What follows belongs to an exercise in optimizing a design on an open flow for small area, a short achievable clock period and few clock cycles; a production flow would make more cautious choices. Where RTL was checked, it was by simulation tests only, not by an equivalence proof against the original. Power figures rest on the tool's default switching activity, not on a simulated workload.

Design dec9, start of the top module:
module dec9 (
    input  wire       clk,
    input  wire       rst,
    input  wire       req_valid,
    output wire       req_ready,
    input  wire [7:0] req_p,
    input  wire [7:0] req_s,
    input  wire       in_valid,
    output wire       in_ready,
    input  wire [7:0] in_data,
    output wire       out_valid,
    input  wire       out_ready,
    output wire [7:0] out_char,
    output wire       out_last,
    output wire [3:0] out_fault,
    output wire [1:0] out_status,
    output wire       out_sign,
    output wire [6:0] out_intg,
    output wire [6:0] out_frac,
    output wire [3:0] out_len
);
Size: ~2900 cells after synthesis, ~66 I/O pins, ~32000 µm² of cells after synthesis.
export LEC_CHECK = 0
export CAP_MARGIN = 20
export CORE_MARGIN = 2
export CORE_UTILIZATION = 65
export CTS_CLUSTER_DIAMETER = 100
export CTS_CLUSTER_SIZE = 22
export SLEW_MARGIN = 20
create_clock -name core_clock -period 12.0 [get_ports {clk}]
standard.sh (not shown) runs the stock make flow with config.mk's settings and CLKGATE_MAP_FILE= SYNTH_SCRIPT=/design/flow/synth_recipe.tcl, a recipe that flattens the netlist after the stock synthesis.
==> flow/flow/run.sh <==
#!/bin/bash
# The standard layout (the standard.sh: ORFS synthesis to finish), with
# the port buffers made of buf_2 cells in place of the default pick, and
# ORFS's timing repair aiming past the clock period (slack margin).
set -euo pipefail
export BUFFER_PORTS_ARGS="-buffer_cell sky130_fd_sc_hd__buf_2"
export SETUP_SLACK_MARGIN=8.4
bash standard.sh > standard.log 2>&1
The first run finished with timing, DRC and antenna clean.
==> next run, changes <==
--- a/flow/design.v
+++ b/flow/design.v
@@ -257,17 +257,16 @@
                             bn_r                   ? F_BADNUMBER :
                             (len_r == 4'd0)        ? F_EMPTYDIGITS :
                             range_err              ? F_GROUPRANGE : F_NONE;
     wire       finish     = parse_done && !q_v;
     wire       rollback   = finish && (fin_fault != F_NONE);
     wire       commit     = finish && (fin_fault == F_NONE);
     assign in_ready = in_rdy;
     reg         ov, ol, oc5, oc4;    
-    reg  [3:0]  onib;          
     reg  [35:0] em;            
     reg  [3:0]  nleft;         
     reg  [3:0]  gleft;         
     reg  [1:0]  nx;
     reg  [3:0]  f_fault;
     reg  [1:0]  f_status;
     reg         f_sign;
     reg  [6:0]  f_intg;
@@ -284,17 +283,17 @@
     wire start_rec = adv && !unit_more && (nx == NX_REC) && q_v;
     wire em_take   = adv && !unit_more && c_done &&
                      ((nx == NX_GRP) || (start_rec && (q_fault == F_NONE) && !q_sign));
     wire c_start   = !c_full && (used != 4'd0) && !((avail == 4'd0) && finish);
     wire c_abort   = rollback && c_full && (c_cnt != 4'd1) && (avail == 4'd0);
     wire pop       = c_full && (c_cnt == 4'd2) && !c_abort;
     assign out_valid  = ov;
     assign out_last   = ol;
-    assign out_char   = {2'b00, oc5, oc4, onib};
+    assign out_char   = {2'b00, oc5, oc4, em[35:32]};
     assign out_fault  = f_fault;
     assign out_status = f_status;
     assign out_sign   = f_sign;
     assign out_intg   = f_intg;
     assign out_frac   = f_frac;
     assign out_len    = f_len;
     wire [3:0] used_inc = used + 4'd1;
     wire [3:0] used_dec = used - 4'd1;
@@ -635,55 +634,52 @@
                 end
                 endcase
             end
         end
     end
     always @(posedge clk) begin
         if (adv) begin
             if (unit_more) begin
-                onib <= em[35:32];
-                em   <= {em[31:0], em[3:0]};
-                oc4  <= 1'b1;
+                em  <= {em[31:0], em[3:0]};
+                oc4 <= 1'b1;
             end else begin
                 case (nx)
                 NX_GRP: begin
                     if (c_done) begin
-                        onib  <= c3[35:32];
-                        em    <= {c3[31:0], 4'd0};
+                        em    <= c3;
                         oc5   <= 1'b1;
                         oc4   <= 1'b1;
                         gleft <= gleft - 4'd1;
                     end
                 end
                 NX_DOT: begin
-                    onib <= 4'hE;
-                    oc5  <= 1'b1;
-                    oc4  <= 1'b0;
+                    em[35:32] <= 4'hE;
+                    oc5 <= 1'b1;
+                    oc4 <= 1'b0;
                 end
                 default: begin
                     if (q_v) begin
                         f_fault  <= q_fault;
                         f_status <= q_status;
                         f_sign   <= q_sign;
                         f_intg   <= q_intg;
                         f_frac   <= q_frac;
                         f_len    <= q_len;
                         if (q_fault != F_NONE) begin
-                            onib <= 4'h0;
-                            oc5  <= 1'b0;
-                            oc4  <= 1'b0;
+                            em[35:32] <= 4'h0;
+                            oc5 <= 1'b0;
+                            oc4 <= 1'b0;
                         end else if (q_sign) begin
-                            onib  <= 4'hD;
+                            em[35:32] <= 4'hD;
                             oc5   <= 1'b1;
                             oc4   <= 1'b0;
                             gleft <= q_len;
                         end else if (c_done) begin
-                            onib  <= c3[35:32];
-                            em    <= {c3[31:0], 4'd0};
+                            em    <= c3;
                             oc5   <= 1'b1;
                             oc4   <= 1'b1;
                             gleft <= q_len - 4'd1;
                         end else begin
                             gleft <= q_len;
                         end
                     end
                 end
=>
- final cell count shrinks by 2.1%
- global-route usage went up by 0.26 points
- power fell by 15%
- fmax hardly moves
- register-to-register slack hardly moves
- routed wire length decreases by 0.96%
- flip-flop and latch count is unchanged
- setup slack degrades by 0.0081 ns
- synthesized cell count drops by 1.8%
- non-clock buffer count increases by 7
- synthesized area came out lower by 1.0%
Testbench counts after the change, summed over its fixed seeds: cycles 91,325.
No functional check of the RTL was part of the first run of this note.

[static timing again, ports no longer ideal]
In the flow no input, the clock included, has a driving cell. The finished layouts below were timed again as built, in two steps. Step 1 (the two cells are an assumption about what drives the block):
set clk [get_ports {clk}]
set_driving_cell -lib_cell sky130_fd_sc_hd__clkbuf_16 $clk
set_driving_cell -lib_cell sky130_fd_sc_hd__buf_2 [delete_from_list [all_inputs] $clk]
Step 2, shift: input delay + t, output delay - t, t = (earliest + latest rising clock arrival at the registers) / 2. This alone moves slack from input paths to output paths. a / b / c = no drivers / after step 1 / after step 2; a / b = the first two.
| run | t, ns | setup WS [ns] | worst setup path at the end |
|---|---|---|---|
| the first run | 0.679 | 8.384 / 8.324 / 8.083 | input to register |
| the second run | 0.669 | 8.376 / 8.314 / 8.027 | input to register |
After both steps setup and hold are still met in every run listed. For the second run, which loses most, drivers alone change the setup slack by -0.062 ns; drivers and shift together by -0.349 ns.
